Context: an optimization exercise on an open-source flow, tuned for small area. The choices shown serve that exercise and are no tape-out recipe.
Only simulation tests tie the RTL to the original design; equivalence was not proved.
Power is estimated from default activity; no workload was simulated.

`standard.sh`:
```
#!/bin/bash
# synth_recipe.tcl (not shown) runs the flow's synth.tcl, then flattens the netlist and writes it again
# the make line also repeats each setting of config.mk as NAME=value (left out here)
make -C /OpenROAD-flow-scripts/flow DESIGN_CONFIG=/design/flow/config.mk WORK_HOME=/design/flow/orfs CLKGATE_MAP_FILE= SYNTH_SCRIPT=/design/flow/synth_recipe.tcl "${@:-finish}"
```
`flow/abc_area.script`:
```
strash
dch
map -a
strash
dch
map -a
topo
```
`design.v`:
```
module rcsw_rx (
    input  wire        clk,
    input  wire        rst,           
    input  wire [7:0]  rxtol,         
    input  wire        edge_valid,
    input  wire [31:0] edge_t,        
    output wire        edge_ready,
    input  wire        clear,         
    output reg         avail,
    output wire [31:0] res_value,
    output wire [7:0]  res_bitlen,
    output wire [31:0] res_delay
);
    localparam [2:0] P_CLR = 3'd0, P_IDLE = 3'd1, P_R1 = 3'd2, P_R2 = 3'd3, P_R3 = 3'd4;
    reg  [3:0]  cnt;
    reg  [2:0]  ph;
    reg  [31:0] E;       
    reg  [31:0] LT;      
    reg  [31:0] CODE;    
    reg  [31:0] RV;      
    reg  [15:0] PER;     
    reg  [15:0] TOL;     
    reg  [15:0] RD;      
    reg         BLN;
    reg  [3:0]  BL;
    reg         z;
    reg         o;
    reg  [5:0]  k;
    reg         rpt0;    
    reg         prevL;   
    reg         prevM;   
    reg         fvalid;  
    reg         f1, f3;  
    reg         fsr, cmr, insr, firstr, nbr;
    wire r1 = (ph == P_R1);
    wire r2 = (ph == P_R2);
    wire r3 = (ph == P_R3);
    wire c0 = (cnt == 4'd0);
    wire c15 = (cnt == 4'd15);
    wire clr = rst || (ph == P_CLR);
    wire fs_c;
    assign edge_ready = c15 && ((ph == P_IDLE) || (r1 && !fs_c) || r3);
    wire take = edge_ready && edge_valid;
    wire [4:0] a = {r3, cnt};
    reg  [11:0] SH;
    reg  [3:0]  SX;
    wire bor = SH[0];
    wire bin = c0 ? 1'b0 : bor;
    wire d0  = E[0] ^ LT[0] ^ bin;
    wire bm  = (~E[0] & LT[0]) | (~(E[0] ^ LT[0]) & bin);
    wire d1  = E[1] ^ LT[1] ^ bm;
    wire bout = (~E[1] & LT[1]) | (~(E[1] ^ LT[1]) & bm);
    localparam [31:0] K_L = 32'd100000;
    localparam [31:0] K_5 = 32'd5001;
    localparam [31:0] K_B = 32'd344472;     
    wire gL = SH[1], g5 = SH[2], gB = SH[3];
    wire [1:0] kL = K_L[2*cnt +: 2];
    wire [1:0] k5 = K_5[2*cnt +: 2];
    wire [1:0] kB = K_B[2*cnt +: 2];
    wire gL_n = (d1 != kL[1]) ? d1 : (d0 != kL[0]) ? d0 : (c0 ? 1'b1 : gL);
    wire g5_n = (d1 != k5[1]) ? d1 : (d0 != k5[0]) ? d0 : (c0 ? 1'b1 : g5);
    wire gB_n = (d1 != kB[1]) ? d1 : (d0 != kB[0]) ? d0 : (c0 ? 1'b1 : gB);
    wire p0 = cnt[3] ? 1'b0 : PER[4];    
    wire p1 = cnt[3] ? 1'b0 : PER[5];    
    wire pm = cnt[3] ? 1'b0 : PER[3];    
    wire t0 = cnt[3] ? 1'b0 : TOL[10];   
    wire t1 = cnt[3] ? 1'b0 : TOL[11];   
    wire cs = SH[4], c3 = SH[5], ch1 = SH[6], ch3 = SH[7];
    wire cs_i  = c0 ? 1'b0 : cs;
    wire c3_i  = c0 ? 1'b0 : c3;
    wire ch1_i = c0 ? 1'b0 : ch1;
    wire ch3_i = c0 ? 1'b0 : ch3;
    wire [1:0] s  = {d1, d0} + {t1, t0} + cs_i;
    wire       cs_o = ({1'b0, d1, d0} + {1'b0, t1, t0} + cs_i) >> 2;
    wire [2:0] p3w = {1'b0, p1, p0} + {1'b0, p0, pm} + c3_i;
    wire [1:0] p3 = p3w[1:0];
    wire [2:0] h1w = {1'b0, p1, p0} + {1'b0, t1, t0} + ch1_i;
    wire [1:0] h1 = h1w[1:0];
    wire [2:0] h3w = {1'b0, p3} + {1'b0, t1, t0} + ch3_i;
    wire [1:0] h3 = h3w[1:0];
    wire nL1 = SH[8], nU1 = SH[9], nL3 = SH[10], nU3 = SH[11];
    function ge2;    
        input [1:0] x;
        input [1:0] y;
        input       prev;
        begin
            ge2 = (x[1] != y[1]) ? x[1] : (x[0] != y[0]) ? x[0] : prev;
        end
    endfunction
    wire nL1_n = ge2(s,  {p1, p0}, c0 ? 1'b1 : nL1);
    wire nU1_n = ge2(h1, {d1, d0}, c0 ? 1'b1 : nU1);
    wire nL3_n = ge2(s,  p3,       c0 ? 1'b1 : nL3);
    wire nU3_n = ge2(h3, {d1, d0}, c0 ? 1'b1 : nU3);
    wire upd   = r1 && c15;
    wire sync  = (gL_n && prevL) || (g5_n && prevM);
    wire noise = !sync && g5_n;
    wire ordi  = !g5_n;
    wire full  = !z && !o && (k == 6'd33);
    wire n1    = nL1_n && nU1_n;
    wire n3    = nL3_n && nU3_n;
    wire b0    = f1 && n3;
    wire b1    = f3 && n1;
    assign fs_c = sync || noise || (ordi && z);
    wire cm_c  = sync && rpt0 && !z && o && (k >= 6'd24) && fvalid;
    wire ins_c = ordi && !z && o;
    wire fst_c = (k == 6'd0);
    wire [2:0] cy = SH[2:0];
    wire [2:0] cy_i = (r2 && c0) ? 3'd0 : cy;
    wire e0  = r2 ? E[0] : 1'b0;
    wire e1  = r2 ? E[1] : 1'b0;
    wire e17 = (r2 && c0) ? 1'b0 : E[17];
    wire e18 = (r2 && c0) ? 1'b0 : E[18];
    wire [4:0] ysum = e0 + E[27] + E[22] + e17 + (a == 5'd7) + cy_i +
                      ((e1 + E[28] + E[23] + e18) << 1);
    wire [1:0] y = ysum[1:0];
    wire perw = (a >= 5'd10) && (a <= 5'd17);
    wire [7:0] q0, q1;
    assign q0[0] = perw && y[0];
    assign q1[0] = perw && y[1];
    assign q1[1] = perw && y[0];
    genvar gj;
    generate
        for (gj = 1; gj < 8; gj = gj + 1) begin : g_q0
            assign q0[gj] = (a >= 10 + (gj + 1) / 2) && (a <= 10 + (15 + gj) / 2) && PER[16 - gj];
        end
        for (gj = 2; gj < 8; gj = gj + 1) begin : g_q1
            assign q1[gj] = (a >= 10 + gj / 2) && (a <= 10 + (14 + gj) / 2) && PER[17 - gj];
        end
    endgenerate
    wire [7:0] m0 = q0 & rxtol;
    wire [7:0] m1 = q1 & rxtol;
    wire [2:0] cp_i = (a == 5'd10) ? 3'd0 : SX[2:0];
    wire [4:0] psum = m0[0] + m0[1] + m0[2] + m0[3] + m0[4] + m0[5] + m0[6] + m0[7] + cp_i +
                      ((m1[0] + m1[1] + m1[2] + m1[3] + m1[4] + m1[5] + m1[6] + m1[7]) << 1);
    wire [1:0] pd = psum[1:0];
    wire pwin = (a >= 5'd10) && (a <= 5'd25);
    wire [1:0] qd = r3 ? CODE[23:22] : 2'b00;
    wire [1:0] nq = (a <= 5'd20) ? ~pd : 2'b11;
    wire [1:0] cv = SH[4:3];
    wire [1:0] cv_i = (a == 5'd11) ? 2'd0 : cv;
    wire [3:0] vsum = qd[0] + nq[0] + (a == 5'd16) + cv_i + ((qd[1] + nq[1]) << 1);
    wire vwin = (a >= 5'd11) && (a <= 5'd28);
    wire [1:0] v = vwin ? vsum[1:0] : 2'b00;
    wire [4:0] VH = {SX[3], SH[11:8]};
    wire [1:0] cw = SH[6:5];
    wire [1:0] cw_i = (a == 5'd11) ? 2'd0 : cw;
    wire [3:0] wsum = v[0] + VH[2] + VH[4] + cw_i + ((v[1] + VH[1] + VH[3]) << 1);
    wire [1:0] w = wsum[1:0];
    wire tolw = (a >= 5'd21) && (a <= 5'd28);
    reg  dly;
    wire [1:0] E_in  = r1 ? {d1, d0} : E[1:0];
    wire [1:0] LT_in = clr ? 2'b00 : (r1 ? E[1:0] : LT[1:0]);
    reg  [1:0] CODE_in;
    always @(*) begin
        if (insr)
            CODE_in = c0 ? {CODE[0] && !firstr, nbr}
                         : (firstr ? 2'b00 : {CODE[0], dly});
        else if ((r2 || r3) && fsr && pwin)
            CODE_in = pd;
        else
            CODE_in = CODE[1:0];
    end
    wire [1:0] RV_in  = clr ? 2'b00 : ((r2 && cmr) ? CODE[1:0] : RV[1:0]);
    wire [1:0] PER_in = ((r2 || r3) && fsr && perw) ? y : PER[1:0];
    wire [1:0] RD_in  = clr ? 2'b00 : (((r2 || r3) && cmr && perw) ? PER[1:0] : RD[1:0]);
    wire [1:0] TOL_in = (r3 && fsr && tolw) ? w : TOL[1:0];
    always @(posedge clk) begin
        if (take)
            E <= edge_t;
        else
            E <= {E_in, E[31:2]};
        LT   <= {LT_in, LT[31:2]};
        CODE <= {CODE_in, CODE[31:2]};
        RV   <= {RV_in, RV[31:2]};
        PER  <= {PER_in, PER[15:2]};
        TOL  <= {TOL_in, TOL[15:2]};
        RD   <= {RD_in, RD[15:2]};
        dly  <= CODE[1];
        if (r1)
            SH <= {nU3_n, nL3_n, nU1_n, nL1_n,
                   h3w[2], h1w[2], p3w[2], cs_o,
                   gB_n, g5_n, gL_n, bout};
        else
            SH <= {VH[1:0], v[0], v[1], 1'b0, wsum[3:2], vsum[3:2], ysum[4:2]};
        SX <= {VH[2], psum[4:2]};
    end
    always @(posedge clk) begin
        if (rst) begin
            cnt   <= 4'd0;
            ph    <= P_CLR;
            z     <= 1'b1;
            rpt0  <= 1'b1;
            prevL <= 1'b0;
            prevM <= 1'b0;
            avail <= 1'b0;
            BLN   <= 1'b0;
            BL    <= 4'd0;
            fsr   <= 1'b0;
            cmr   <= 1'b0;
            insr  <= 1'b0;
        end else begin
            cnt <= cnt + 4'd1;
            case (ph)
            P_CLR:  if (c15) ph <= P_IDLE;
            P_IDLE: if (take) ph <= P_R1;
            P_R1:   if (c15) ph <= fs_c ? P_R2 : (take ? P_R1 : P_IDLE);
            P_R2:   if (c15) ph <= P_R3;
            default: if (c15) ph <= take ? P_R1 : P_IDLE;
            endcase
            if (clear)
                avail <= 1'b0;
            if (c15)
                insr <= upd && ins_c;
            if (upd) begin
                fsr    <= fs_c;
                cmr    <= cm_c;
                nbr    <= !b0;
                firstr <= fst_c;
                if (cm_c) begin
                    avail <= 1'b1;
                    BLN   <= 1'b1;
                    BL    <= {k[5], k[2:0]};
                end
                if (sync || noise) begin
                    rpt0   <= sync ? 1'b0 : 1'b1;
                    prevL  <= gL_n;
                    prevM  <= g5_n && !gL_n;
                    fvalid <= !gB_n;
                    z      <= 1'b0;
                    k      <= 6'd0;
                    o      <= 1'b0;
                end else if (full) begin
                    rpt0 <= 1'b1;
                    z    <= 1'b1;
                end else if (z) begin
                    prevL  <= 1'b0;
                    prevM  <= 1'b0;
                    fvalid <= 1'b1;
                    z      <= 1'b0;
                    k      <= 6'd0;
                    o      <= 1'b0;
                end else begin
                    if (!o) begin
                        f1 <= n1;
                        f3 <= n3;
                    end else begin
                        fvalid <= fvalid && (b0 || b1);
                        k      <= k + 6'd1;
                    end
                    o <= !o;
                end
            end
        end
    end
    genvar gk;
    generate
        for (gk = 0; gk < 32; gk = gk + 1) begin : g_rv
            assign res_value[gk] = RV[(gk + 2) % 32];
        end
        for (gk = 0; gk < 16; gk = gk + 1) begin : g_rd
            assign res_delay[gk] = RD[(gk + 6) % 16];
        end
    endgenerate
    assign res_delay[31:16] = 16'd0;
    assign res_bitlen = {2'b00, BL[3], BLN && !BL[3], BLN && !BL[3], BL[2:0]};
endmodule
```
`constraint.sdc`:
```
create_clock -name core_clock -period 40.0 [get_ports {clk}]
set_input_delay 8.0000 -clock core_clock [delete_from_list [all_inputs] [get_ports {clk}]]
set_output_delay 8.0000 -clock core_clock [all_outputs]
set_load 0.01 [all_outputs]
```
`flow/run.sh`:
```
#!/bin/bash
# The standard layout (standard.sh), with these changes to how it is built:
#  - synthesis maps the logic with an area-only ABC script (flow/abc_area.script,
#    no buffering or sizing for speed) and without the full-adder cells;
#    registers are mapped exactly as in the standard synthesis;
#  - the port buffers are the smallest buffer cell (buffer_ports -buffer_cell);
#  - the clock tree uses small clock buffers in small sink clusters and no
#    dummy loads.
# Everything standard.sh prints goes to standard.log in the work folder; ORFS
# keeps each tool's own log under orfs/logs/.
set -euo pipefail
cd "$(dirname "$0")/.."
rm -rf scripts_area
cp -r "$FLOW_HOME/scripts" scripts_area
cp flow/abc_area.script scripts_area/abc_area.script
export SCRIPTS_DIR="$PWD/scripts_area"
export BUFFER_PORTS_ARGS="-buffer_cell sky130_fd_sc_hd__buf_1"
export CTS_ARGS="-sink_clustering_enable -repair_clock_nets -dont_use_dummy_load -root_buf sky130_fd_sc_hd__clkbuf_8 -sink_clustering_buffer sky130_fd_sc_hd__clkbuf_4 -sink_clustering_size 11 -sink_clustering_max_diameter 45 -buf_list {sky130_fd_sc_hd__clkbuf_4 sky130_fd_sc_hd__clkbuf_8}"
bash standard.sh ADDER_MAP_FILE= finish > standard.log 2>&1
```
`config.mk`:
```
export PLATFORM = sky130hd
export DESIGN_NAME = rcsw_rx
export DESIGN_NICKNAME = rcsw_rx
export VERILOG_FILES = /design/flow/design.v
export SDC_FILE = /design/flow/constraint.sdc
export NUM_CORES = 4
export LEC_CHECK = 0
export ABC_AREA = 1
export CAP_MARGIN = 20
export CORE_MARGIN = 2
export CORE_UTILIZATION = 40
export SLEW_MARGIN = 20
```
==> run summary, run 1 <==
outcome timing/DRC/antenna clean; post-cts repair resize count 0; sequential fraction of the synthesis area between 50% and 60%; worst rel slew slack 40.2%; std cell rows ~50; number of hold-repair buffers added at the cts stage 0; pin count of the biggest net entering global routing 44; final critical path time including I/O delays and setup approximately 13 ns; instance count of the mapped netlist 966; Initial Utilization between 40 and 50%; final worst slack roughly 27 ns; worst setup path class primary input to flop; critical path peak fanout 4; number of optimization iterations in the first detailed-route pass 4; endpoint class of the critical path flop; slowest cell on the critical path sky130_fd_sc_hd__or2_2; most frequent cells in the layout sky130_fd_sc_hd__dfxtp_1, sky130_fd_sc_hd__nand2_1, sky130_fd_sc_hd__nor2_1, sky130_fd_sc_hd__clkinv_1, sky130_fd_sc_hd__buf_1; Top-Level Pins 118; setup tns final 0 ns; Total Die Area around 0.021 mm2; Max Clock Freq approximately 75 MHz; via count of the first global-routing pass around 5.7k; number of antenna violations at the first check in global routing 1; clock-pin slew of the registers on the worst-case setup and hold paths between 0.1 and 0.15 ns; Worst path most repeated cell sky130_fd_sc_hd__nand2_1; number of DRC markers in iteration 0 between 200 and 250; Final Wtd Congestion 0.870; core area 0.0197 mm2; Die Span X 146 um; most frequent standard cell in the layout excluding fill and tap cells sky130_fd_sc_hd__dfxtp_1; clock tree skew after final layout 0.0446 ns; Maximum Capacitance Violations 0; Max H-tree Level 1; number of max-slew violations in the final report 0; post-detailed-route via-to-cell ratio roughly 4.6; cell at the root of the clock tree sky130_fd_sc_hd__clkbuf_8; DRC Markers 0; data required time at the worst endpoint slightly above 40 ns; wire length per cell 12.3 um; proportion of layout cells with a drive suffix above 1 4.20%; flop and latch count out of synthesis between 200 and 250; post-synth top area share 52.9%; data arrival time at the worst-slack endpoint 13.67 ns; Synth warnings 1; total via count after detailed routing between 6k and 7k; Post-Syn Area 0.00806 mm2; antenna cell count 0; CTS buffer count 29; Layout Cell Area excl Fill around 0.0090 mm2; worst hold path class flop to flop; Post-CTS Setup Bufs 0; net count of the finished layout 1,142; area grow syn2layout 11.0%; number of failing setup endpoints in the final timing report 0; maximum resistive drop on vdd between 0.015 and 0.02 mV; slew at the pin closest to its max-slew limit 0.890 ns; Num Clock Sinks between 200 and 250; TritonCTS clock tree yes; final hold violation count 0; Total GRT Usage roughly 16%; average instance area after synthesis roughly 8.3 um2; clock latency reported for the late side of the worst-skew pair 0.54 ns; post-synth cell types 36; Area after DPL 0.00872 mm2; first-pass GRT wire length between 20,000 and 30,000 um; antenna violation net count after detailed routing 0; power density relative to cell area 38.5 mW/mm2; library cell with the largest summed area after synthesis sky130_fd_sc_hd__dfxtp_1; number of buffers added on ports ~100; RSZ-0062 raised after global routing false; worst slack after detailed placement 26.28 ns; routed wire length approximately 17,000 um; CP Launch Type primary input; floorplan die height ~150 um; placed wire-length estimate after detailed placement 12,600 um; leakage power summed over all cells 3.61 nW; maximum cell stage delay along the critical path 0.28 ns; cell types occupying the most area after synthesis sky130_fd_sc_hd__dfxtp_1, sky130_fd_sc_hd__nand2_1, sky130_fd_sc_hd__nor2_1; final worst-path cycle share between 30% and 40%; overflow left after global routing 0; maximum buffer depth of the clock tree 3
[metal layers]
| metal | global-route usage [%] | part of all wire (%) | vias up |
|---|---|---|---|
| met3 | 2.88 | 5.6 | 33 |
| met2 | 25.3 | 45 | 142 |
| met1 | 21.3 | 47 | 2792 |
| met5 | 0 | 0 | - |
| li1 | - | - | 3340 |
| met4 | 4.90 | 2.1 | 0 |
[where the power goes]
part           internal (mW)  total [mW]  switching, mW
combinational        0.00423      0.0128        0.00855
sequential             0.227       0.228       0.000971
clock                 0.0370       0.104         0.0673
total                  0.268       0.345         0.0768
[critical path: cells and delay by family]
family / cells / cell delay [ns]
AOI/OAI and AO/OA: 5 / 0.79
xor gates and xnor gates: 8 / 1.27
buffers and inverters: 9 / 0.79
and+or+nand+nor: 22 / 2.80
[worst paths after layout]
path / startpoint / end / slack (ns) / cells past startpoint
hold / removal: LT[30]$_SDFF_PP0_ / LT[28]$_DFF_P_ / 0.28 / 0
hold reg to reg: LT[30]$_SDFF_PP0_ / LT[28]$_DFF_P_ / 0.28 / 0
setup / recovery: rxtol[0] / SH[5]$_DFF_P_ / 26.69 / 44
setup reg to reg: cnt[1]$_SDFF_PP0_ / SH[5]$_DFF_P_ / 30.64 / 61
[cells in the mapped netlist]
cell type,n
sky130_fd_sc_hd__nor3_1,25
sky130_fd_sc_hd__or3_2,1
sky130_fd_sc_hd__o22ai_1,3
sky130_fd_sc_hd__maj3_1,5
sky130_fd_sc_hd__a221oi_1,1
sky130_fd_sc_hd__or2_2,7
sky130_fd_sc_hd__a21boi_0,4
sky130_fd_sc_hd__or3b_2,1
sky130_fd_sc_hd__o211ai_1,1
sky130_fd_sc_hd__nor4_1,4
sky130_fd_sc_hd__o2bb2ai_1,1
sky130_fd_sc_hd__o21ai_0,63
sky130_fd_sc_hd__conb_1,1
sky130_fd_sc_hd__a311oi_1,1
sky130_fd_sc_hd__nand4_1,10
sky130_fd_sc_hd__o21a_1,1
sky130_fd_sc_hd__a22o_2,2
sky130_fd_sc_hd__a21o_2,1
sky130_fd_sc_hd__nand3_1,29
sky130_fd_sc_hd__edfxtp_1,12
sky130_fd_sc_hd__buf_4,19
sky130_fd_sc_hd__xnor2_1,9
sky130_fd_sc_hd__xor2_1,24
sky130_fd_sc_hd__clkinv_1,119
sky130_fd_sc_hd__a21oi_1,48
sky130_fd_sc_hd__o31ai_1,1
sky130_fd_sc_hd__a211oi_1,3
sky130_fd_sc_hd__a31oi_1,6
sky130_fd_sc_hd__dfxtp_1,213
sky130_fd_sc_hd__nor3b_1,1
sky130_fd_sc_hd__o21bai_1,1
sky130_fd_sc_hd__nor2_1,143
sky130_fd_sc_hd__o32ai_1,3
sky130_fd_sc_hd__a22oi_1,1
sky130_fd_sc_hd__and3_2,1
sky130_fd_sc_hd__nand2_1,201
[cells by family (layout without fill, tap and decap cells)]
family          after synthesis  count (layout)  share of synthesized area, %
xor+xnor                     33              33                          3.58
flops                       225             225                          57.3
compound gates              141             141                          9.71
other cells                   1              18                        0.0465
simple gates                423             423                          21.4
buf+inv                     138             251                          7.31
fa+ha+maj                     5               5                         0.621
[state kept, by name, indices dropped and copies added, names as in the netlist, 3 cells and up]
register / flops
BL: 4
CODE: 32
E: 32
LT: 32
PER: 16
RD: 16
RV: 32
SH: 12
SX: 4
TOL: 16
cnt: 4
k: 6
ph: 3
[area by class of cell]
type	instances	area (um2)
clock buffer	29	236
fill	2019	10700
inverter	119	447
multi-input combinational	620	2910
sequential	225	4620
tap	265	332
timing repair buffer	103	402
[per-stage QoR]
| stage | hold slack (ns) | instances | power (mW) | util [%] |
|---|---|---|---|---|
| after floorplan | 0.310 | 983 | 0.242 | - |
| after global placement | 0.310 | 1332 | 0.245 | 44.4 |
| after detailed placement | 0.312 | 1332 | 0.245 | 44.4 |
| after CTS | 0.273 | 1361 | 0.351 | 45.6 |
| after global routing | 0.269 | 1361 | 0.362 | 45.6 |
| final | 0.284 | 1361 | 0.345 | 45.6 |
==> run 2, diff against run 1 <==
--- a/design.v
+++ b/design.v
@@ -123,6 +123,6 @@
         for (gj = 1; gj < 8; gj = gj + 1) begin : g_q0
-            assign q0[gj] = (a >= 10 + (gj + 1) / 2) && (a <= 10 + (15 + gj) / 2) && PER[16 - gj];
+            assign q0[gj] = (a <= 10 + (15 + gj) / 2) && PER[16 - gj];
         end
         for (gj = 2; gj < 8; gj = gj + 1) begin : g_q1
-            assign q1[gj] = (a >= 10 + gj / 2) && (a <= 10 + (14 + gj) / 2) && PER[17 - gj];
+            assign q1[gj] = (a <= 10 + (14 + gj) / 2) && PER[17 - gj];
         end
@@ -135,4 +135,4 @@
     wire [1:0] pd = psum[1:0];
-    wire pwin = (a >= 5'd10) && (a <= 5'd25);
-    wire [1:0] qd = r3 ? CODE[23:22] : 2'b00;
+    wire pwin = (a >= 5'd10) && (a <= 5'd20);
+    wire [1:0] qd = (r3 && a <= 5'd25) ? CODE[23:22] : 2'b00;
     wire [1:0] nq = (a <= 5'd20) ? ~pd : 2'b11;
@@ -163,4 +163,6 @@
     wire [1:0] RV_in  = clr ? 2'b00 : ((r2 && cmr) ? CODE[1:0] : RV[1:0]);
-    wire [1:0] PER_in = ((r2 || r3) && fsr && perw) ? y : PER[1:0];
-    wire [1:0] RD_in  = clr ? 2'b00 : (((r2 || r3) && cmr && perw) ? PER[1:0] : RD[1:0]);
+    wire perz = (a >= 5'd2) && (a <= 5'd9);
+    wire [1:0] PER_in = ((r2 || r3) && fsr && perw) ? y :
+                        ((r2 && fsr && perz) ? 2'b00 : PER[1:0]);
+    wire [1:0] RD_in  = clr ? 2'b00 : ((r2 && cmr && perz) ? PER[1:0] : RD[1:0]);
     wire [1:0] TOL_in = (r3 && fsr && tolw) ? w : TOL[1:0];
==> run summary, run 2 <==
outcome timing/DRC/antenna clean; most frequent cells in the layout sky130_fd_sc_hd__dfxtp_1, sky130_fd_sc_hd__nand2_1, sky130_fd_sc_hd__nor2_1, sky130_fd_sc_hd__clkinv_1, sky130_fd_sc_hd__buf_1; Maximum Capacitance Violations 0 (unchanged); Num Clock Sinks 225 (unchanged); slowest cell on the critical path sky130_fd_sc_hd__nor2_1; cells traversed along the worst timing path nor2_1, clkinv_1, nor2_1, clkinv_1, nand4_1, nand2_1, nand2_1, clkinv_1, nor2_1, o21ai_0, o21ai_0, nand2_1, nor2_1, clkinv_1, nor2_1, clkinv_1, o21ai_0, buf_1; post-cts repair resize count 0 (unchanged); final hold violation count 0 (unchanged); post-synthesis share of cell area spent on full adders, half adders and majority gates 0.375% (-0.25 points); cell types occupying the most area after synthesis sky130_fd_sc_hd__dfxtp_1, sky130_fd_sc_hd__nand2_1, sky130_fd_sc_hd__nor2_1; power density relative to cell area 40.1 mW/mm2 (+4.1%); cell-internal power 272 uW (+1.7%); async set-or-reset flop fraction in the synthesized netlist 0% (unchanged); final critical path time including I/O delays and setup 13.55 ns (+0.243 ns); Synth warnings 1 (unchanged); post-synth top area share 53.2% (+0.33 points); std cell rows 51 (unchanged); sequential power share 64.7% (-1.3 points); total power after layout 356 uW (+3.3%); slew at the pin closest to its max-slew limit 0.761 ns (-0.129 ns); synth cell count leaders sky130_fd_sc_hd__dfxtp_1, sky130_fd_sc_hd__nand2_1, sky130_fd_sc_hd__nor2_1; launching instance or port of the critical path cnt[3]$_SDFF_PP0_; maximum cell stage delay along the critical path 0.59 ns (+0.31 ns); proportion of layout cells with a drive suffix above 1 3.89% (-0.30 points); number of failing setup endpoints in the final timing report 0 (unchanged); DRC Markers 0 (unchanged); Final Wtd Congestion 0.906 (+4.2%); instance count of the mapped netlist 952 (-1.4%); net switching fraction of the power 23.5% (+1.2 points); number of flops mapped to enable cells by yosys 12 (unchanged); TritonCTS clock tree yes; flop and latch count out of synthesis 225 (unchanged); number of antenna violations at the first check in global routing 0 (-1); first-pass GRT wire length 26,700 um (-2.6%); clock tree skew after final layout 0.0620 ns (+0.0174 ns); Top-Level Pins 118 (unchanged); post-detailed-route via-to-cell ratio 4.68 (+0.90%); Initial Utilization 40.9% (-0.12 points); Die Span X 146 um (-0.30%); data required time at the worst endpoint 32.00 ns (-8.36 ns); worst setup path class flop to primary output; switching power total 83.7 uW (+9.0%); floorplan die height 146 um (-0.30%); most repeated cell in the gate-level netlist after synthesis sky130_fd_sc_hd__dfxtp_1; main combinational cell family by area after synthesis simple AND/OR/NAND/NOR gates; via count of the first global-routing pass 5,596 (-1.9%); antenna violation net count after detailed routing 0 (unchanged); share of cell area taken by muxes after synthesis 0% (unchanged); global-route layer with the greatest usage met2; Gate power share 6.7% (+3.0 points); placed wire-length estimate after detailed placement 12,300 um (-1.8%); CTS buffer count 28 (-3.4%); worst min-delay path startpoint CODE[28]$_DFF_P_; Total Die Area 0.0212 mm2 (-0.60%); Max H-tree Level 1 (unchanged); library cell with the largest summed area after synthesis sky130_fd_sc_hd__dfxtp_1; average instance area after synthesis 8.42 um2 (+0.84%); fraction of synthesized cell area in xor and xnor cells 3.83% (+0.24 points); Max Clock Freq 73.8 MHz (-1.8%); Post-Syn Area 0.00801 mm2 (-0.62%); worst hold path class flop to flop; total via count after detailed routing 6,284 (-0.36%); most used flip-flop cell after synthesis sky130_fd_sc_hd__dfxtp_1; maximum resistive drop on vdd 0.0173 mV (+0.67%); proportion of power drawn by the clock network 28.6% (-1.7 points); number of buffers added on ports 99 (unchanged); net count of the finished layout 1,125 (-1.5%); core area 0.0196 mm2 (-0.32%); data arrival time at the worst-slack endpoint 5.55 ns (-8.12 ns); maximum buffer depth of the clock tree 3 (unchanged); post-synth cell types 34 (-5.6%); leakage power summed over all cells 3.43 nW (-4.9%); final worst-path cycle share 33.9% (+0.61 points); clock-pin slew of the registers on the worst-case setup and hold paths 0.10 ns (about the same); routed wire length 16,400 um (-2.1%); CP Launch Type flop; endpoint class of the critical path primary output; cell at the root of the clock tree sky130_fd_sc_hd__clkbuf_8; pin count of the biggest net entering global routing 44 (unchanged); wire length per cell 12.2 um (-0.84%); Post-CTS Setup Bufs 0 (unchanged); setup tns final 0 ns (unchanged); critical path peak fanout 13 (+9); number of DRC markers in iteration 0 360 (+48%); sequential fraction of the synthesis area 57.7% (+0.36 points); source of the worst register-to-register timing path cnt[3]$_SDFF_PP0_; area grow syn2layout 10.8%; most frequent standard cell in the layout excluding fill and tap cells sky130_fd_sc_hd__dfxtp_1; M2 GR Usage 24.2% (-1.2 points); clock latency reported for the late side of the worst-skew pair 0.54 ns (about the same); antenna cell count 0 (unchanged); Post-Synth Simple-Gate Area 20.4% (-0.96 points); overflow left after global routing 0 (unchanged); worst rel slew slack 49.2% (+9.0 points); number of optimization iterations in the first detailed-route pass 5 (+1); post-route worst hold slack 0.290 ns (+0.00560 ns); RSZ-0062 raised after global routing false; number of hold-repair buffers added at the cts stage 0 (unchanged); Total GRT Usage 15.2% (-0.43 points); number of max-slew violations in the final report 0 (unchanged); global routing met1 resource utilization 20.6% (-0.62 points); fraction of the mapped netlist area in compound gates 10.3% (+0.56 points); global routing met3 resource utilization 3.23% (+0.34 points)
run 2: changes by cell type after synthesis, moves of 2 or more:
cell / delta
sky130_fd_sc_hd__a22oi_1: +3
sky130_fd_sc_hd__nand4_1: -2
sky130_fd_sc_hd__a211oi_1: +2
sky130_fd_sc_hd__o21ai_0: -6
sky130_fd_sc_hd__maj3_1: -2
sky130_fd_sc_hd__a21oi_1: +9
sky130_fd_sc_hd__nor3_1: +3
sky130_fd_sc_hd__a21boi_0: -2
sky130_fd_sc_hd__o31ai_1: +2
sky130_fd_sc_hd__nor2_1: -15
sky130_fd_sc_hd__nand2_1: -5
sky130_fd_sc_hd__a31oi_1: +2
run 2: critical path: cells and delay by family, from the launching register on:
family | cells | cell delay [ns]
flip-flops | 1 | 0.47
AO/OA/AOI/OAI | 3 | 0.65
AND/OR/NAND/NOR | 9 | 2.55
buffers and inverters | 6 | 1.35
run 2: per-stage QoR:
| stage | cell area, um2 | worst slack (ns) | instances | utilization (%) |
|---|---|---|---|---|
| 5_1_grt | 8880 | 25.65 | 1344 | 45.3 |
| 3_5_place_dp | 8650 | 26.53 | 1316 | 44.2 |
| 6_report | 8880 | 26.45 | 1344 | 45.3 |
| 4_1_cts | 8880 | 26.48 | 1344 | 45.3 |
| 3_3_place_gp | 8650 | 26.76 | 1316 | 44.2 |
| 2_1_floorplan | 8080 | 27.19 | 969 | - |
run 2: path summary, 6_finish.rpt:
check,end,slack [ns],cells after the start
worst min-delay path,CODE[26]$_DFF_P_,0.29,0
worst max-delay path,edge_ready,26.45,18
worst min register to register,CODE[26]$_DFF_P_,0.29,0
worst max register to register,SH[5]$_DFF_P_,30.45,59
run 2: final cells by class:
type	instances	area, um2
fill	1971	10700
sequential	225	4620
tap	265	332
inverter	119	447
timing repair buffer	101	387
clock buffer	28	229
multi-input combinational	606	2860
run 2: power by group through the flow:
stage / clock network [mW] / registers (mW) / logic (mW)
floorplan: 0 / 0.235 / 0.0180
global placement: 0 / 0.235 / 0.0234
detailed placement: 0 / 0.235 / 0.0236
CTS: 0.109 / 0.230 / 0.0237
global route: 0.118 / 0.231 / 0.0267
finish: 0.102 / 0.230 / 0.0238
run 2: cells by family after synthesis:
family                   after synthesis
adder cells (fa/ha/maj)                3
other                                  1
XOR/XNOR                              35
buffers and inverters                138
AND/OR/NAND/NOR                      402
AO/OA/AOI/OAI                        148
flip-flops                           225
run 2: per-layer routing:
layer | share of wire, % | wire length (um) | up-vias
met2 | 44 | 7280 | 139
met4 | 2.4 | 387 | 0
met1 | 48 | 7950 | 2817
li1 | - | - | 3301
met3 | 4.8 | 784 | 27
met5 | 0 | 0 | -
==> run 3, diff against run 2 <==
--- a/design.v
+++ b/design.v
@@ -13,3 +13,3 @@
 );
-    localparam [2:0] P_CLR = 3'd0, P_IDLE = 3'd1, P_R1 = 3'd2, P_R2 = 3'd3, P_R3 = 3'd4;
+    localparam [2:0] P_CLR = 3'd0, P_IDLE = 3'd1, P_R1 = 3'd2, P_R2 = 3'd3, P_R6 = 3'd7;
     reg  [3:0]  cnt;
@@ -36,3 +36,4 @@
     wire r2 = (ph == P_R2);
-    wire r3 = (ph == P_R3);
+    wire rf = (ph >= P_R2);      
+    wire r6 = (ph == P_R6);
     wire c0 = (cnt == 4'd0);
@@ -41,7 +42,8 @@
     wire fs_c;
-    assign edge_ready = c15 && ((ph == P_IDLE) || (r1 && !fs_c) || r3);
+    assign edge_ready = c15 && ((ph == P_IDLE) || (r1 && !fs_c) || r6);
     wire take = edge_ready && edge_valid;
-    wire [4:0] a = {r3, cnt};
+    wire [2:0] rr = ph - P_R2;
+    wire [6:0] a = {rr, cnt};
     reg  [11:0] SH;
-    reg  [3:0]  SX;
+    reg  [1:0]  SX;
     wire bor = SH[0];
@@ -112,39 +114,40 @@
     wire e18 = (r2 && c0) ? 1'b0 : E[18];
-    wire [4:0] ysum = e0 + E[27] + E[22] + e17 + (a == 5'd7) + cy_i +
+    wire [4:0] ysum = e0 + E[27] + E[22] + e17 + (a == 7'd7) + cy_i +
                       ((e1 + E[28] + E[23] + e18) << 1);
     wire [1:0] y = ysum[1:0];
-    wire perw = (a >= 5'd10) && (a <= 5'd17);
-    wire [7:0] q0, q1;
-    assign q0[0] = perw && y[0];
-    assign q1[0] = perw && y[1];
-    assign q1[1] = perw && y[0];
-    genvar gj;
-    generate
-        for (gj = 1; gj < 8; gj = gj + 1) begin : g_q0
-            assign q0[gj] = (a <= 10 + (15 + gj) / 2) && PER[16 - gj];
-        end
-        for (gj = 2; gj < 8; gj = gj + 1) begin : g_q1
-            assign q1[gj] = (a <= 10 + (14 + gj) / 2) && PER[17 - gj];
-        end
-    endgenerate
-    wire [7:0] m0 = q0 & rxtol;
-    wire [7:0] m1 = q1 & rxtol;
-    wire [2:0] cp_i = (a == 5'd10) ? 3'd0 : SX[2:0];
-    wire [4:0] psum = m0[0] + m0[1] + m0[2] + m0[3] + m0[4] + m0[5] + m0[6] + m0[7] + cp_i +
-                      ((m1[0] + m1[1] + m1[2] + m1[3] + m1[4] + m1[5] + m1[6] + m1[7]) << 1);
+    wire perw = (a >= 7'd10) && (a <= 7'd17);
+    wire [6:0] am = a - 7'd10;
+    wire [1:0] pk = am[5:4];
+    wire [3:0] pcn = am[3:0];
+    wire pact = (a >= 7'd10) && (a <= 7'd73);
+    reg  [2:0] pt;    
+    always @(*) begin
+        case (pk)
+        2'd0:    pt = {y, PER[15]};
+        2'd1:    pt = {PER[15:14], PER[13]};
+        2'd2:    pt = {PER[13:12], PER[11]};
+        default: pt = {PER[11:10], PER[9]};
+        endcase
+    end
+    wire pval = ({2'b00, pcn} >= {3'b000, pk}) && ({2'b00, pcn} <= {3'b000, pk} + 5'd7);
+    wire [2:0] pp = pval ? pt : 3'b000;
+    wire [1:0] rk = rxtol[2 * pk +: 2];
+    wire [1:0] acc = (pk == 2'd0) ? 2'b00 : CODE[1:0];
+    wire [1:0] cp_i = (pcn == 4'd0) ? 2'd0 : SX[1:0];
+    wire [3:0] psum = acc[0] + (rk[0] & pp[1]) + (rk[1] & pp[0]) + cp_i +
+                      ((acc[1] + (rk[0] & pp[2]) + (rk[1] & pp[1])) << 1);
     wire [1:0] pd = psum[1:0];
-    wire pwin = (a >= 5'd10) && (a <= 5'd20);
-    wire [1:0] qd = (r3 && a <= 5'd25) ? CODE[23:22] : 2'b00;
-    wire [1:0] nq = (a <= 5'd20) ? ~pd : 2'b11;
+    wire [1:0] qd = (a >= 7'd64 && a <= 7'd73) ? CODE[23:22] : 2'b00;
+    wire [1:0] nq = (a <= 7'd68) ? ~pd : 2'b11;
     wire [1:0] cv = SH[4:3];
-    wire [1:0] cv_i = (a == 5'd11) ? 2'd0 : cv;
-    wire [3:0] vsum = qd[0] + nq[0] + (a == 5'd16) + cv_i + ((qd[1] + nq[1]) << 1);
-    wire vwin = (a >= 5'd11) && (a <= 5'd28);
+    wire [1:0] cv_i = (a == 7'd59) ? 2'd0 : cv;
+    wire [3:0] vsum = qd[0] + nq[0] + (a == 7'd64) + cv_i + ((qd[1] + nq[1]) << 1);
+    wire vwin = (a >= 7'd59) && (a <= 7'd76);
     wire [1:0] v = vwin ? vsum[1:0] : 2'b00;
-    wire [4:0] VH = {SX[3], SH[11:8]};
+    wire [4:0] VH = {SH[7], SH[11:8]};
     wire [1:0] cw = SH[6:5];
-    wire [1:0] cw_i = (a == 5'd11) ? 2'd0 : cw;
+    wire [1:0] cw_i = (a == 7'd59) ? 2'd0 : cw;
     wire [3:0] wsum = v[0] + VH[2] + VH[4] + cw_i + ((v[1] + VH[1] + VH[3]) << 1);
     wire [1:0] w = wsum[1:0];
-    wire tolw = (a >= 5'd21) && (a <= 5'd28);
+    wire tolw = (a >= 7'd69) && (a <= 7'd76);
     reg  dly;
@@ -157,3 +160,3 @@
                          : (firstr ? 2'b00 : {CODE[0], dly});
-        else if ((r2 || r3) && fsr && pwin)
+        else if (rf && fsr && pact)
             CODE_in = pd;
@@ -163,7 +166,7 @@
     wire [1:0] RV_in  = clr ? 2'b00 : ((r2 && cmr) ? CODE[1:0] : RV[1:0]);
-    wire perz = (a >= 5'd2) && (a <= 5'd9);
-    wire [1:0] PER_in = ((r2 || r3) && fsr && perw) ? y :
+    wire perz = (a >= 7'd2) && (a <= 7'd9);
+    wire [1:0] PER_in = (rf && fsr && perw) ? y :
                         ((r2 && fsr && perz) ? 2'b00 : PER[1:0]);
     wire [1:0] RD_in  = clr ? 2'b00 : ((r2 && cmr && perz) ? PER[1:0] : RD[1:0]);
-    wire [1:0] TOL_in = (r3 && fsr && tolw) ? w : TOL[1:0];
+    wire [1:0] TOL_in = (rf && fsr && tolw) ? w : TOL[1:0];
     always @(posedge clk) begin
@@ -185,4 +188,4 @@
         else
-            SH <= {VH[1:0], v[0], v[1], 1'b0, wsum[3:2], vsum[3:2], ysum[4:2]};
-        SX <= {VH[2], psum[4:2]};
+            SH <= {VH[1:0], v[0], v[1], VH[2], wsum[3:2], vsum[3:2], ysum[4:2]};
+        SX <= psum[3:2];
     end
@@ -208,4 +211,4 @@
             P_R1:   if (c15) ph <= fs_c ? P_R2 : (take ? P_R1 : P_IDLE);
-            P_R2:   if (c15) ph <= P_R3;
-            default: if (c15) ph <= take ? P_R1 : P_IDLE;
+            P_R6:   if (c15) ph <= take ? P_R1 : P_IDLE;
+            default: if (c15) ph <= ph + 3'd1;      
             endcase
--- a/flow/run.sh
+++ b/flow/run.sh
@@ -2,3 +2,3 @@
 # The standard layout (standard.sh), with these changes to how it is built:
-#  - synthesis maps the logic with an area-only ABC script (flow/abc_area.script,
+#  - synthesis maps the logic with an area-only ABC script (flow/abc_area.script: amap,
 #    no buffering or sizing for speed) and without the full-adder cells;
==> flow/abc_area.script (replaced) <==
strash
dch -f
amap
topo
==> run summary, run 3 <==
outcome timing/DRC/antenna clean; maximum buffer depth of the clock tree 3 (unchanged); final critical path time including I/O delays and setup 12.77 ns (-0.782 ns); slowest cell on the critical path sky130_fd_sc_hd__a21oi_1; library cell with the largest summed area after synthesis sky130_fd_sc_hd__dfxtp_1; met3 routed WL 967 um (+23%); sequential power share 65.4% (+0.7 points); worst setup path class flop to primary output; cell types occupying the most area after synthesis sky130_fd_sc_hd__dfxtp_1, sky130_fd_sc_hd__nor2_1, sky130_fd_sc_hd__edfxtp_1; Maximum Capacitance Violations 0 (unchanged); Post-Synth Simple-Gate Area 12.4% (-8.0 points); via count of the first global-routing pass 5,336 (-4.6%); post-detailed-route via-to-cell ratio 5.00 (+6.9%); number of optimization iterations in the first detailed-route pass 5 (unchanged); clock-pin slew of the registers on the worst-case setup and hold paths 0.10 ns (about the same); Total Die Area 0.0199 mm2 (-6.3%); worst slack after detailed placement 27.27 ns (+0.747 ns); worst hold path cell count 0 (unchanged); number of failing setup endpoints in the final timing report 0 (unchanged); post-cts repair resize count 0 (unchanged); power density relative to cell area 41.6 mW/mm2 (+3.9%); switching power total 78.9 uW (-5.7%); Max H-tree Level 1 (unchanged); average instance area after synthesis 9.65 um2 (+15%); leakage power summed over all cells 3.00 nW (-12%); Post-Syn Area 0.00750 mm2 (-6.4%); worst rel slew slack 42.2% (-7.0 points); Num Clock Sinks 223 (-0.89%); number of DRC markers in iteration 0 355 (-1.4%); highest metal layer with signal wires met4; routed wire length 15,800 um (-4.0%); critical path peak fanout 11 (-2); proportion of layout cells with a drive suffix above 1 3.32% (-0.57 points); Final Wtd Congestion 0.885 (-2.3%); number of buffers added on ports 99 (unchanged); Initial Utilization 40.5% (-0.41 points); synth cell count leaders sky130_fd_sc_hd__dfxtp_1, sky130_fd_sc_hd__nor2_1, sky130_fd_sc_hd__clkinv_1; data arrival time at the worst-slack endpoint 4.77 ns (-0.78 ns); number of cells on the worst reg-to-reg path 47 (-20%); first-pass GRT wire length 26,100 um (-2.3%); floorplan die height 141 um (-3.2%); antenna cell count 0 (unchanged); setup tns final 0 ns (unchanged); slew at the pin closest to its max-slew limit 0.868 ns (+0.107 ns); wire length per cell 13.8 um (+13%); most repeated cell in the gate-level netlist after synthesis sky130_fd_sc_hd__dfxtp_1; post-synth cell types 43 (+26%); Top-Level Pins 118 (unchanged); cells traversed along the worst timing path nor2_1, nand2_1, nand2_1, nor2_1, a21oi_1, nor2_1, a21oi_1, clkinv_1, nor3_1, o22ai_1, a22o_1, nor2_1, clkinv_1, nor2_1, nand2_1, a31oi_1, buf_1; post-synth top area share 56.3% (+3.1 points); instance count of the mapped netlist 777 (-18%); most used flip-flop cell after synthesis sky130_fd_sc_hd__dfxtp_1; Post-CTS Setup Bufs 0 (unchanged); std cell rows 50 (-2.0%); cell-internal power 268 uW (-1.6%); antenna violation net count after detailed routing 0 (unchanged); fraction of synthesized cell area in xor and xnor cells 0% (-3.8 points); pin count of the biggest net entering global routing 38 (-14%); endpoint class of the critical path primary output; flop and latch count out of synthesis 223 (-0.89%); net switching fraction of the power 22.8% (-0.75 points); most frequent cells in the layout sky130_fd_sc_hd__dfxtp_1, sky130_fd_sc_hd__nor2_1, sky130_fd_sc_hd__buf_1, sky130_fd_sc_hd__clkinv_1, sky130_fd_sc_hd__nand2_1; data required time at the worst endpoint 32.00 ns (about the same); post-synthesis share of cell area spent on full adders, half adders and majority gates 0% (-0.37 points); worst hold path class flop to flop; RSZ-0062 raised after global routing false; main combinational cell family by area after synthesis compound AO/OA/AOI/OAI gates; final worst-path cycle share 31.9% (-2.0 points); CTS buffer count 28 (unchanged); length of routed met2 wiring 6460 um (-11%); proportion of power drawn by the clock network 29.3% (+0.7 points); area grow syn2layout 11.1%; sequential fraction of the synthesis area 61.1% (+3.4 points); final hold violation count 0 (unchanged); Total GRT Usage 16.0% (+0.82 points); final worst slack 27.23 ns (+0.782 ns); number of antenna violations at the first check in global routing 0 (unchanged); most frequent standard cell in the layout excluding fill and tap cells sky130_fd_sc_hd__dfxtp_1; Max Clock Freq 78.3 MHz (+6.1%); Synth warnings 1 (unchanged); overflow left after global routing 0 (unchanged); Worst path most repeated cell sky130_fd_sc_hd__nor2_1; Die Span X 141 um (-3.2%); core area 0.0185 mm2 (-5.5%); placed wire-length estimate after detailed placement 11,400 um (-7.1%); number of hold-repair buffers added at the cts stage 0 (unchanged); total via count after detailed routing 5,690 (-9.5%); end-of-flow core utilization 45.0% (-0.37 points); DRC Markers 0 (unchanged); number of flops mapped to enable cells by yosys 12 (unchanged); CP Launch Type flop; Register-to-Register Setup Slack 32.21 ns (+1.76 ns); maximum cell stage delay along the critical path 0.53 ns (-0.06 ns); clock tree skew after final layout 0.0712 ns (+0.00916 ns); routed metal-1 wire length 8040 um (+1.2%); cell at the root of the clock tree sky130_fd_sc_hd__clkbuf_8; net count of the finished layout 950 (-16%); TritonCTS clock tree yes; clock latency reported for the late side of the worst-skew pair 0.54 ns (about the same); fraction of the mapped netlist area in compound gates 20.7% (+10 points); maximum resistive drop on vdd 0.0198 mV (+15%); share of cell area taken by muxes after synthesis 0% (unchanged); post-route worst hold slack 0.298 ns (+0.00784 ns); number of max-slew violations in the final report 0 (unchanged); async set-or-reset flop fraction in the synthesized netlist 0% (unchanged); Gate power share 5.4% (-1.3 points)
-- run 3: cell count changes after synthesis, sizes merged, moves of 14 or more --
cell	change
clkinv	-43
o21a	+14
nand3	-24
o22a	+32
nor3	-16
a21oi	-14
nor2	-17
xor2	-25
o22ai	+16
nand2	-121
-- run 3: cell families after synthesis --
family	Yosys count
and+or+nand+nor	226
AOI/OAI and AO/OA	232
other	1
DFF	223
buffers and inverters	95
-- run 3: worst max-delay path, delay by kind of cell (launching register included) --
| family | cells | cell delay, ns |
|---|---|---|
| DFF | 1 | 0.38 |
| buffers and inverters | 3 | 0.66 |
| AOI/OAI and AO/OA | 5 | 1.45 |
| and+or+nand+nor | 9 | 1.76 |
-- run 3: routing by layer --
layer | up-vias | GRT usage, %
met5 | - | 0
met4 | 0 | 4.21
met3 | 25 | 3.53
met2 | 160 | 24.6
met1 | 2559 | 22.9
li1 | 2946 | -
-- run 3: per-stage QoR --
step	power, mW	area (um2)	instances
2_1_floorplan	0.246	7560	794
3_3_place_gp	0.250	8100	1110
3_5_place_dp	0.250	8100	1110
4_1_cts	0.352	8330	1138
5_1_grt	0.364	8330	1138
6_report	0.347	8330	1138
-- run 3: cell type report --
class	count	area (um2)
multi-input combinational	476	2550
clock buffer	28	229
timing repair buffer	101	387
sequential	223	4580
tap	234	293
inverter	76	285
fill	1830	10200
-- run 3: final timing paths --
kind / start / to
min: LT[29]$_DFF_P_ / LT[27]$_DFF_P_
max reg2reg: ph[0]$_SDFFE_PP0P_ / SH[5]$_DFF_P_
max: cnt[2]$_SDFF_PP0_ / edge_ready
min reg2reg: LT[29]$_DFF_P_ / LT[27]$_DFF_P_
-- run 3: power groups by stage --
| stage | registers (mW) | logic (mW) | clock network [mW] |
|---|---|---|---|
| after floorplan | 0.231 | 0.0147 | 0 |
| after global placement | 0.232 | 0.0184 | 0 |
| after detailed placement | 0.232 | 0.0183 | 0 |
| after CTS | 0.227 | 0.0184 | 0.107 |
| after global routing | 0.227 | 0.0211 | 0.116 |
| final | 0.227 | 0.0186 | 0.101 |
==> run 4, diff against run 3 <==
--- a/design.v
+++ b/design.v
@@ -33,3 +33,3 @@
     reg         f1, f3;  
-    reg         fsr, cmr, insr, firstr, nbr;
+    reg         fsr, cmr, insr, firstr;
     wire r1 = (ph == P_R1);
@@ -56,3 +56,3 @@
     localparam [31:0] K_5 = 32'd5001;
-    localparam [31:0] K_B = 32'd344472;     
+    localparam [31:0] K_B = 32'd393216;
     wire gL = SH[1], g5 = SH[2], gB = SH[3];
@@ -158,3 +158,3 @@
         if (insr)
-            CODE_in = c0 ? {CODE[0] && !firstr, nbr}
+            CODE_in = c0 ? {CODE[0] && !firstr, !(f1 && nL3 && nU3)}
                          : (firstr ? 2'b00 : {CODE[0], dly});
@@ -221,3 +221,2 @@
                 cmr    <= cm_c;
-                nbr    <= !b0;
                 firstr <= fst_c;
==> run summary, run 4 <==
outcome timing/DRC/antenna clean; Final Wtd Congestion 0.896 (+1.2%); post-synth top area share 56.7% (+0.37 points); TritonCTS clock tree yes; Finished Layout Cells 1,130 (-0.70%); average instance area after synthesis 9.64 um2 (-0.14%); number of flops mapped to enable cells by yosys 11 (-1); instance count of the mapped netlist 773 (-0.51%); maximum cell stage delay along the critical path 0.72 ns (+0.19 ns); endpoint class of the critical path primary output; clock latency reported for the late side of the worst-skew pair 0.53 ns (about the same); global-route layer with the greatest usage met2; maximum resistive drop on vdd 0.0185 mV (-6.5%); routed wire length 15,800 um (about the same); proportion of layout cells with a drive suffix above 1 3.44% (+0.12 points); leakage power summed over all cells 3.05 nW (+1.4%); CTS buffer count 28 (unchanged); Post-Syn Area 0.00745 mm2 (-0.65%); most used flip-flop cell after synthesis sky130_fd_sc_hd__dfxtp_1; Num Clock Sinks 222 (-0.45%); sequential fraction of the synthesis area 61.1% (about the same); CP Launch Type flop; final critical path time including I/O delays and setup 13.86 ns (+1.09 ns); number of max-slew violations in the final report 0 (unchanged); antenna violation net count after detailed routing 0 (unchanged); floorplan die height 140 um (-0.32%); data arrival time at the worst-slack endpoint 5.86 ns (+1.09 ns); async set-or-reset flop fraction in the synthesized netlist 0% (unchanged); global routing met1 resource utilization 23.4% (+0.47 points); clock tree skew after final layout 0.0633 ns (-0.00788 ns); worst rel slew slack 39.9% (-2.2 points); most repeated cell in the gate-level netlist after synthesis sky130_fd_sc_hd__dfxtp_1; first-pass GRT wire length 25,800 um (-0.90%); post-detailed-route via-to-cell ratio 5.01 (+0.21%); DP Cell Count 1,102 (-0.72%); maximum buffer depth of the clock tree 3 (unchanged); Total Die Area 0.0197 mm2 (-0.63%); Top-Level Pins 118 (unchanged); post-cts repair resize count 0 (unchanged); M2 GR Usage 23.7% (-0.96 points); number of optimization iterations in the first detailed-route pass 5 (unchanged); net count of the finished layout 947 (-0.32%); number of DRC markers in iteration 0 373 (+5.1%); flop and latch count out of synthesis 222 (-0.45%); number of hold-repair buffers added at the cts stage 0 (unchanged); worst hold path class flop to flop; most frequent cells in the layout sky130_fd_sc_hd__dfxtp_1, sky130_fd_sc_hd__nor2_1, sky130_fd_sc_hd__buf_1, sky130_fd_sc_hd__nand2_1, sky130_fd_sc_hd__clkinv_1; Synth warnings 1 (unchanged); DRC Markers 0 (unchanged); number of failing setup endpoints in the final timing report 0 (unchanged); setup tns final 0 ns (unchanged); library cell with the largest summed area after synthesis sky130_fd_sc_hd__dfxtp_1; placed wire-length estimate after detailed placement 11,400 um (-0.22%); final hold violation count 0 (unchanged); number of cells on the worst reg-to-reg path 43 (-8.5%); Initial Utilization 41.1% (+0.56 points); slowest cell on the critical path sky130_fd_sc_hd__nor2_1; total via count after detailed routing 5,662 (-0.49%); overflow left after global routing 0 (unchanged); number of buffers added on ports 99 (unchanged); pin count of the biggest net entering global routing 39 (+2.6%); clock-pin slew of the registers on the worst-case setup and hold paths 0.11 ns (about the same); number of antenna violations at the first check in global routing 0 (unchanged); worst hold path cell count 0 (unchanged); area grow syn2layout 11.2% (about the same); slew at the pin closest to its max-slew limit 0.898 ns (+0.0303 ns); post-synth cell types 39 (-9.3%); Max H-tree Level 1 (unchanged); power density relative to cell area 41.8 mW/mm2 (+0.40%); RSZ-0062 raised after global routing false; Post-CTS Setup Bufs 0 (unchanged); via count of the first global-routing pass 5,150 (-3.5%); Total GRT Usage 16.0% (-0.032 points); core area 0.0181 mm2 (-2.0%); most frequent standard cell in the layout excluding fill and tap cells sky130_fd_sc_hd__dfxtp_1; wire length per cell 13.9 um (+0.75%); global routing met3 resource utilization 3.38% (-0.15 points); Die Span X 140 um (-0.32%); final worst-path cycle share 34.6% (+2.7 points); cell types occupying the most area after synthesis sky130_fd_sc_hd__dfxtp_1, sky130_fd_sc_hd__nor2_1, sky130_fd_sc_hd__edfxtp_1; synth cell count leaders sky130_fd_sc_hd__dfxtp_1, sky130_fd_sc_hd__nor2_1, sky130_fd_sc_hd__nand2_1; std cell rows 49 (-2.0%); critical path peak fanout 14 (+3); cell at the root of the clock tree sky130_fd_sc_hd__clkbuf_8; Maximum Capacitance Violations 0 (unchanged); data required time at the worst endpoint 32.00 ns (about the same); antenna cell count 0 (unchanged); Max Clock Freq 72.2 MHz (-7.8%); worst setup path class flop to primary output; cells traversed along the worst timing path nor2_1, clkinv_1, nor2_1, clkinv_1, nand2_1, nor2_1, a21oi_1, nor2_1, a21oi_1, clkinv_1, o32a_1, a21oi_1, clkinv_1, a22oi_1, clkinv_1, nor2_1, clkinv_1, nor2_1, nand2_1, a31oi_1, buf_1
-- run 4: cell count changes after synthesis, sizes merged, moves of 2 or more --
cell | previous run | this run
clkinv | 76 | 63
nor3 | 12 | 19
a21oi | 43 | 49
o22ai | 18 | 13
a21o | 2 | 5
nor2b | 12 | 15
nor4 | 2 | 5
o211ai | 3 | 0
a211oi | 7 | 5
a21boi | 0 | 2
a222oi | 1 | 3
a32oi | 5 | 3
nor2 | 111 | 113
o221ai | 2 | 0
-- run 4: kinds of logic after synthesis --
family / count (synthesis) / share of synthesized area [%]
compound gates: 226 / 20.1
other cells: 1 / 0.0503
simple gates: 242 / 13.6
flops: 222 / 61.1
buf+inv: 82 / 5.09
-- run 4: report_power, final --
group          switching, mW  internal [mW]
combinational         0.0126        0.00686
sequential           0.00118          0.224
clock                 0.0655         0.0358
-- run 4: path summary, 6_finish.rpt --
check | start | to | slack (ns)
setup / recovery | cnt[0]$_SDFF_PP0_ | edge_ready | 26.14
hold / removal | TOL[12]$_DFF_P_ | TOL[10]$_DFF_P_ | 0.29
setup reg to reg | cnt[0]$_SDFF_PP0_ | SH[5]$_DFF_P_ | 31.64
hold reg to reg | TOL[12]$_DFF_P_ | TOL[10]$_DFF_P_ | 0.29
-- run 4: layout make-up --
| type | count | area (um2) |
|---|---|---|
| fillers | 1762 | 9870 |
| well taps | 229 | 287 |
| inverters | 63 | 236 |
| flip-flops and latches | 222 | 4550 |
| multi-input cells | 486 | 2580 |
| clock buffers | 28 | 229 |
| repair buffers | 102 | 394 |
-- run 4: per-stage QoR --
step	utilization [%]	hold slack, ns	worst slack (ns)	power, mW	cell area [um2]
final	45.6	0.291	26.14	0.346	8280
after global routing	45.6	0.282	25.47	0.364	8280
after CTS	45.6	0.283	26.19	0.352	8280
after detailed placement	44.4	0.312	26.76	0.249	8050
after global placement	44.4	0.310	27.13	0.249	8050
after floorplan	-	0.310	27.89	0.245	7510
-- run 4: metal layers --
| metal | up-vias | wire length [um] |
|---|---|---|
| met1 | 2501 | 7940 |
| met4 | 0 | 396 |
| met2 | 189 | 6290 |
| met3 | 35 | 1130 |
| li1 | 2937 | - |
| met5 | - | 0 |
-- run 4: worst max-delay path: cells and delay by family (launching register included) --
kind	cells	cell delay [ns]
AND/OR/NAND/NOR	8	1.88
AO/OA/AOI/OAI	6	1.67
buffers and inverters	7	1.43
flip-flops	1	0.37
==> run 5, diff against run 4 <==
--- a/design.v
+++ b/design.v
@@ -33,3 +33,3 @@
     reg         f1, f3;  
-    reg         fsr, cmr, insr, firstr;
+    reg         fsr, cmr, insr;
     wire r1 = (ph == P_R1);
@@ -64,20 +64,14 @@
     wire gB_n = (d1 != kB[1]) ? d1 : (d0 != kB[0]) ? d0 : (c0 ? 1'b1 : gB);
-    wire p0 = cnt[3] ? 1'b0 : PER[4];    
-    wire p1 = cnt[3] ? 1'b0 : PER[5];    
-    wire pm = cnt[3] ? 1'b0 : PER[3];    
-    wire t0 = cnt[3] ? 1'b0 : TOL[10];   
-    wire t1 = cnt[3] ? 1'b0 : TOL[11];   
-    wire cs = SH[4], c3 = SH[5], ch1 = SH[6], ch3 = SH[7];
-    wire cs_i  = c0 ? 1'b0 : cs;
-    wire c3_i  = c0 ? 1'b0 : c3;
-    wire ch1_i = c0 ? 1'b0 : ch1;
-    wire ch3_i = c0 ? 1'b0 : ch3;
-    wire [1:0] s  = {d1, d0} + {t1, t0} + cs_i;
-    wire       cs_o = ({1'b0, d1, d0} + {1'b0, t1, t0} + cs_i) >> 2;
-    wire [2:0] p3w = {1'b0, p1, p0} + {1'b0, p0, pm} + c3_i;
-    wire [1:0] p3 = p3w[1:0];
-    wire [2:0] h1w = {1'b0, p1, p0} + {1'b0, t1, t0} + ch1_i;
-    wire [1:0] h1 = h1w[1:0];
-    wire [2:0] h3w = {1'b0, p3} + {1'b0, t1, t0} + ch3_i;
-    wire [1:0] h3 = h3w[1:0];
+    wire p0  = cnt[3] ? 1'b0 : PER[4];    
+    wire pm  = cnt[3] ? 1'b0 : PER[3];    
+    wire pmm = cnt[3] ? 1'b0 : PER[2];    
+    wire h0  = cnt[3] ? 1'b0 : TOL[10];   
+    wire h1  = cnt[3] ? 1'b0 : TOL[11];   
+    wire cs = SH[4], cg = SH[5];
+    wire cs_i = c0 ? 1'b0 : cs;
+    wire cg_i = c0 ? 1'b0 : cg;
+    wire [2:0] sw = {1'b0, d1, d0} + {1'b0, h1, h0} + cs_i;
+    wire [1:0] s  = sw[1:0];
+    wire [2:0] gw = {1'b0, h1, h0} + {1'b0, p0, pm} + cg_i;
+    wire [1:0] g  = gw[1:0];
     wire nL1 = SH[8], nU1 = SH[9], nL3 = SH[10], nU3 = SH[11];
@@ -91,6 +85,6 @@
     endfunction
-    wire nL1_n = ge2(s,  {p1, p0}, c0 ? 1'b1 : nL1);
-    wire nU1_n = ge2(h1, {d1, d0}, c0 ? 1'b1 : nU1);
-    wire nL3_n = ge2(s,  p3,       c0 ? 1'b1 : nL3);
-    wire nU3_n = ge2(h3, {d1, d0}, c0 ? 1'b1 : nU3);
+    wire nL1_n = ge2(s,        {p0, pm},  c0 ? 1'b1 : nL1);
+    wire nU1_n = ge2({h1, h0}, {d1, d0},  c0 ? 1'b1 : nU1);
+    wire nL3_n = ge2(s,        {pm, pmm}, c0 ? 1'b1 : nL3);
+    wire nU3_n = ge2(g,        {d1, d0},  c0 ? 1'b1 : nU3);
     wire upd   = r1 && c15;
@@ -107,3 +101,2 @@
     wire ins_c = ordi && !z && o;
-    wire fst_c = (k == 6'd0);
     wire [2:0] cy = SH[2:0];
@@ -152,2 +145,4 @@
     wire tolw = (a >= 7'd69) && (a <= 7'd76);
+    wire hc_i = (a == 7'd69) ? 1'b0 : SH[0];
+    wire [2:0] hsum = {1'b0, w} + {1'b0, PER[11:10]} + hc_i;
     reg  dly;
@@ -155,2 +150,3 @@
     wire [1:0] LT_in = clr ? 2'b00 : (r1 ? E[1:0] : LT[1:0]);
+    wire first = (k == 6'd1);
     reg  [1:0] CODE_in;
@@ -158,4 +154,4 @@
         if (insr)
-            CODE_in = c0 ? {CODE[0] && !firstr, !(f1 && nL3 && nU3)}
-                         : (firstr ? 2'b00 : {CODE[0], dly});
+            CODE_in = c0 ? {CODE[0] && !first, !(f1 && nL3 && nU3)}
+                         : (first ? 2'b00 : {CODE[0], dly});
         else if (rf && fsr && pact)
@@ -170,3 +166,3 @@
     wire [1:0] RD_in  = clr ? 2'b00 : ((r2 && cmr && perz) ? PER[1:0] : RD[1:0]);
-    wire [1:0] TOL_in = (rf && fsr && tolw) ? w : TOL[1:0];
+    wire [1:0] TOL_in = (rf && fsr && tolw) ? hsum[1:0] : TOL[1:0];
     always @(posedge clk) begin
@@ -185,6 +181,7 @@
             SH <= {nU3_n, nL3_n, nU1_n, nL1_n,
-                   h3w[2], h1w[2], p3w[2], cs_o,
+                   2'b00, gw[2], sw[2],
                    gB_n, g5_n, gL_n, bout};
         else
-            SH <= {VH[1:0], v[0], v[1], VH[2], wsum[3:2], vsum[3:2], ysum[4:2]};
+            SH <= {VH[1:0], v[0], v[1], VH[2], wsum[3:2], vsum[3:2], ysum[4:3],
+                   (a >= 7'd18) ? hsum[2] : ysum[2]};
         SX <= psum[3:2];
@@ -221,3 +218,2 @@
                 cmr    <= cm_c;
-                firstr <= fst_c;
                 if (cm_c) begin
--- a/config.mk
+++ b/config.mk
@@ -10,3 +10,3 @@
 export CORE_MARGIN = 2
-export CORE_UTILIZATION = 40
+export CORE_UTILIZATION = 35
 export SLEW_MARGIN = 20
==> run summary, run 5 <==
outcome timing/DRC/antenna clean; Max H-tree Level 1 (unchanged); Top-Level Pins 118 (unchanged); average instance area after synthesis 9.51 um2 (-1.3%); delay-heaviest family, CP simple AND/OR/NAND/NOR gates; routed wire length 16,000 um (+1.6%); worst slack after detailed placement 27.01 ns (+0.252 ns); cell types occupying the most area after synthesis sky130_fd_sc_hd__dfxtp_1, sky130_fd_sc_hd__nor2_1, sky130_fd_sc_hd__o21ai_0; worst setup path class flop to primary output; RSZ-0062 raised after global routing false; final worst slack 26.85 ns (+0.705 ns); number of buffers added on ports 99 (unchanged); post-synth cell types 38 (-2.6%); worst hold path class flop to flop; global-route layer with the greatest usage met2; Post-Syn Area 0.00740 mm2 (-0.66%); Total GRT Usage 14.4% (-1.6 points); number of antenna violations at the first check in global routing 0 (unchanged); maximum resistive drop on vdd 0.0266 mV (+44%); maximum cell stage delay along the critical path 0.55 ns (-0.17 ns); most frequent standard cell in the layout excluding fill and tap cells sky130_fd_sc_hd__dfxtp_1; floorplan die height 149 um (+6.4%); data required time at the worst endpoint 32.00 ns (about the same); number of max-slew violations in the final report 0 (unchanged); leakage power summed over all cells 3.02 nW (-0.94%); Initial Utilization 35.4% (-5.6 points); total via count after detailed routing 5,670 (+0.14%); Post-CTS Setup Bufs 0 (unchanged); end-of-flow core utilization 39.8% (-5.8 points); Total Die Area 0.0223 mm2 (+13%); placed wire-length estimate after detailed placement 11,800 um (+3.1%); antenna cell count 0 (unchanged); most repeated cell in the gate-level netlist after synthesis sky130_fd_sc_hd__dfxtp_1; flop and latch count out of synthesis 221 (-0.45%); area grow syn2layout 12.4%; post-synth top area share 57.1% (+0.37 points); number of failing setup endpoints in the final timing report 0 (unchanged); proportion of layout cells with a drive suffix above 1 3.85% (+0.41 points); number of flops mapped to enable cells by yosys 10 (-1); endpoint class of the critical path primary output; worst rel slew slack 43.1% (+3.2 points); wire length per cell 13.5 um (-3.1%); overflow left after global routing 0 (unchanged); number of hold-repair buffers added at the cts stage 0 (unchanged); Area after DPL 0.00808 mm2 (+0.30%); data arrival time at the worst-slack endpoint 5.15 ns (-0.71 ns); number of optimization iterations in the first detailed-route pass 5 (unchanged); most used flip-flop cell after synthesis sky130_fd_sc_hd__dfxtp_1; critical path peak fanout 9 (-5); synth cell count leaders sky130_fd_sc_hd__dfxtp_1, sky130_fd_sc_hd__nor2_1, sky130_fd_sc_hd__clkinv_1; TritonCTS clock tree yes; final hold violation count 0 (unchanged); Die Span X 149 um (+6.4%); Maximum Capacitance Violations 0 (unchanged); slowest cell on the critical path sky130_fd_sc_hd__nor2_1; global routing met1 resource utilization 19.9% (-3.5 points); CTS buffer count 30 (+7.1%); sequential fraction of the synthesis area 61.1% (about the same); M2 GR Usage 22.0% (-1.6 points); async set-or-reset flop fraction in the synthesized netlist 0% (unchanged); DRC Markers 0 (unchanged); std cell rows 53 (+8.2%); setup tns final 0 ns (unchanged); Layout Cell Area excl Fill 0.00832 mm2 (+0.47%); clock latency reported for the late side of the worst-skew pair 0.55 ns (+0.02 ns); net count of the finished layout 956 (+0.95%); slew at the pin closest to its max-slew limit 0.848 ns (-0.0498 ns); power density relative to cell area 42.8 mW/mm2 (+2.4%); core area 0.0209 mm2 (+15%); Num Clock Sinks 221 (-0.45%); Critical path buffers and inverters 7 (unchanged)
## run 5: cell count changes after synthesis, moves of 3 or more
cell                        previous run  this run
sky130_fd_sc_hd__a2111oi_0             0         3
sky130_fd_sc_hd__a21o_1                5         0
sky130_fd_sc_hd__a21oi_1              49        53
sky130_fd_sc_hd__a222oi_1              3         0
sky130_fd_sc_hd__a31oi_1               5         8
sky130_fd_sc_hd__clkinv_1             63        72
sky130_fd_sc_hd__nand2_1              76        71
sky130_fd_sc_hd__nor2_1              113       122
sky130_fd_sc_hd__o21ai_0              59        64
## run 5: final cells by class
type,instances,area (um2)
sequential,221,4520
multi-input combinational,483,2530
fill,2091,12600
tap,275,344
clock buffer,30,244
timing repair buffer,104,409
inverter,72,270
## run 5: kinds of logic (layout without fill, tap and decap cells)
family	after synthesis	count (layout)	share of synthesized area [%]
simple gates	241	241	13.5
compound gates	224	224	19.7
flops	221	221	61.1
buf+inv	91	206	5.58
other cells	1	18	0.0507
## run 5: path summary, 6_finish.rpt
check | startpoint | end | slack (ns) | cells after the start
setup reg to reg | cnt[0]$_SDFF_PP0_ | SH[0]$_DFF_P_ | 31.34 | 48
hold reg to reg | CODE[30]$_DFF_P_ | CODE[28]$_DFF_P_ | 0.29 | 0
hold / removal | CODE[30]$_DFF_P_ | CODE[28]$_DFF_P_ | 0.29 | 0
setup / recovery | cnt[0]$_SDFF_PP0_ | edge_ready | 26.85 | 20
## run 5: stage by stage
stage	cells	hold WS (ns)
4_1_cts	1185	0.293
6_report	1185	0.289
3_5_place_dp	1155	0.312
3_3_place_gp	1155	0.310
5_1_grt	1185	0.284
2_1_floorplan	795	0.310
## run 5: per-layer routing
metal  part of all wire [%]  routed length (um)
met1                     49                7790
met2                     41                6610
met3                    8.2                1310
met4                    1.9                 302
met5                      0                   0
## run 5: power by group
| part | total (mW) | switching [mW] | internal (mW) |
|---|---|---|---|
| sequential | 0.225 | 0.00129 | 0.223 |
| combinational | 0.0266 | 0.0171 | 0.00950 |
| clock | 0.105 | 0.0666 | 0.0380 |
## run 5: worst register-to-register path: cells and delay by family, from the launching register on
family / cells / cell delay [ns]
buffers and inverters: 2 / 0.67
DFF: 1 / 0.39
and+or+nand+nor: 23 / 3.14
AOI/OAI and AO/OA: 23 / 4.36

Re-timed with assumed drivers on the ports (clkbuf_16 on the clock, buf_2 on other inputs), run 5 has 26.811 ns of setup slack against 26.850 ns with ideal ports, and 26.957 ns once port delays also move by the mid clock arrival of 0.550 ns.
